From an optimization exercise on the open Yosys and OpenROAD flow, aimed at small area, a short achievable clock period and few clock cycles per item; shortcuts taken in it are not production practice.
Function was checked by simulation only, so behaviour that the tests miss may differ from the original.
Power figures rest on the tool's default switching activity, not on a simulated workload.

## build 32
## brl_codec
module brl_codec (
    input  wire        clk,
    input  wire        rst,         
    input  wire        cmd_valid,
    output wire        cmd_ready,
    input  wire [15:0] cmd,
    output reg         resp_valid,
    output reg  [15:0] resp,
    output wire        out_valid,
    input  wire        out_ready,
    output wire [7:0]  out_data,
    output wire        done,
    output wire        err
);
Size: about 49 I/O pins, roughly 0.0066 sq mm of cells after synthesis.
clock: 4.0 ns
lec_check: 0
cap_margin: 20
core_margin: 2
core_utilization: 60
cts_buf_list: sky130_fd_sc_hd__clkbuf_4
setup_slack_margin: 1.9
slew_margin: 20
standard.sh (not shown) runs the stock make flow with config.mk's settings and CLKGATE_MAP_FILE= SYNTH_SCRIPT=/design/flow/synth_recipe.tcl, a recipe that flattens the netlist after the stock synthesis.
==> flow/flow/run.sh <==
#!/bin/bash
# Layout flow: the standard flow (standard.sh, ORFS), except that the
# port buffers are sky130_fd_sc_hd__buf_4 instead of the default delay-cell
# buffer. Every input and output port still gets its own buffer.
set -euo pipefail
export BUFFER_PORTS_ARGS="-buffer_cell sky130_fd_sc_hd__buf_4"
bash standard.sh finish > standard.log 2>&1
Build 32 | stages: all done | timing, DRC, antenna: all pass
Testbench counts of build 32, summed over its fixed seeds: cycles 8,800, frames 32.
Inputs modified between build 32 and trial 53:
Settings: swapping 60 for 40 in CORE_UTILIZATION; swapping 1.9 for 2.0 in SETUP_SLACK_MARGIN; clearing CTS_BUF_LIST, which used to be sky130_fd_sc_hd__clkbuf_4.
==> flow/run.sh (new file) <==
#!/bin/bash
# synth_recipe.tcl (not shown) runs the flow's synth.tcl, then flattens the netlist and writes it again
# the make line also repeats each setting of config.mk as NAME=value (left out here)
make -C /OpenROAD-flow-scripts/flow DESIGN_CONFIG=/design/flow/config.mk WORK_HOME=/design/flow/orfs CLKGATE_MAP_FILE= SYNTH_SCRIPT=/design/flow/synth_recipe.tcl finish
removed: flow/flow/run.sh
removed: flow/standard.sh
[summary]
The power density of the placed cells in trial 53 was higher than what build 32 gave. Trial 53 ended up with a higher fraction of area in non-clock buffers than build 32 did. Compared with build 32, the router placed fewer vias in trial 53. From build 32 to trial 53 the numbers moved as follows: final standard cell utilization of the core decreased 19 points, stage delay of the slowest cell on the critical path increased 20 ps, average wire per standard cell decreased about 8%. The final layout from trial 53, which completed every stage, passed the timing, design-rule and antenna checks at the end of the flow. Build 32 went all the way through synthesis, placement and routing and the layout is clean on timing, DRC and antenna.

* * *

v3:
brl_codec, a different RTL version from the one above (not shown whole).
Size: roughly 860 cells after synthesis, roughly 110 flip-flops, roughly 49 I/O pins.
Settings: LEC_CHECK=0, ABC_AREA=1, CAP_MARGIN=20, CORE_MARGIN=2, CORE_UTILIZATION=60, CTS_BUF_LIST=sky130_fd_sc_hd__clkbuf_4, SETUP_SLACK_MARGIN=2.1, SLEW_MARGIN=20; clock period 4.0 ns.
==> flow/flow/run.sh <==
#!/bin/bash
# Layout flow: the standard flow (standard.sh, ORFS), except that the
# port buffers are sky130_fd_sc_hd__buf_4 instead of the default delay-cell
# buffer. Every input and output port still gets its own buffer.
set -euo pipefail
export BUFFER_PORTS_ARGS="-buffer_cell sky130_fd_sc_hd__buf_4"
bash standard.sh finish > standard.log 2>&1
The final layout from v3, which completed every stage, passed the timing, design-rule and antenna checks at the end of the flow.
Testbench counts of v3, summed over its fixed seeds: cycles 8,800, frames 32.
Input changes introduced in v13 (baseline for comparison: v3):
--- a/flow/config.mk
+++ b/flow/config.mk
@@ -11,3 +11,3 @@
 export CORE_UTILIZATION = 60
-export CTS_BUF_LIST = sky130_fd_sc_hd__clkbuf_4
+export CTS_BUF_LIST = sky130_fd_sc_hd__clkbuf_8
 export SETUP_SLACK_MARGIN = 2.1
## What came out
- v13 vs v3: fmax up by a few percent
- [compare] base=v3 new=v13: combinational power about even; total clock sinks level.
- Power: v13 draws more than v3
- Compared to v3, v13 has power in the clock group about 20% higher.
- In v13, the fraction of final layout cells sized beyond drive strength 1 came out 0.66 points below the value in v3.
- Sequential fraction of design power (higher): v3
- Taking v3 as the reference, in v13 routed wire length decreased 1.4%, minimum period implied by the final worst setup slack decreased 0.078 ns, summed area of non-filler cells in the final layout increased 46 um2, sequential power essentially unchanged.

[re-timing with driven ports]
The results above use ideal ports. As a check the final layouts listed here were re-extracted and re-timed, cells and wires unchanged. Step 1 assumes that a clkbuf_16 drives the clock port and a buf_2 every other input. Step 2 adds t to the input delays and takes it off the output delays; t is the mean of the earliest and latest rising clock arrival at the registers after step 1. Input paths then give back, and output paths get back, about the clock's delay inside the block. a / b / c = no drivers / after step 1 / after step 2; a / b = the first two.
| run | shift t [ns] | slack for setup (ns) | worst hold slack (ns) | worst setup path after step 2 | worst register clock-pin slew, ns |
|---|---|---|---|---|---|
| build 32 | 0.572 | 1.825 / 1.825 / 1.477 | 0.449 / 0.435 / 0.525 | input to register | 0.11 / 0.11 |
| trial 53 | 0.465 | 1.917 / 1.917 / 1.554 | 0.499 / 0.499 / 0.499 | input to register | 0.06 / 0.06 |
| v3 | 0.538 | 2.053 / 2.053 / 1.865 | 0.475 / 0.472 / 0.475 | input to register | 0.11 / 0.11 |
| v13 | 0.461 | 2.131 / 2.096 / 1.870 | 0.470 / 0.470 / 0.470 | input to register | 0.07 / 0.07 |
After both steps setup and hold are still met in every run listed. For trial 53, which loses most, drivers alone change the setup slack by 0.000 ns; drivers and shift together by -0.363 ns.
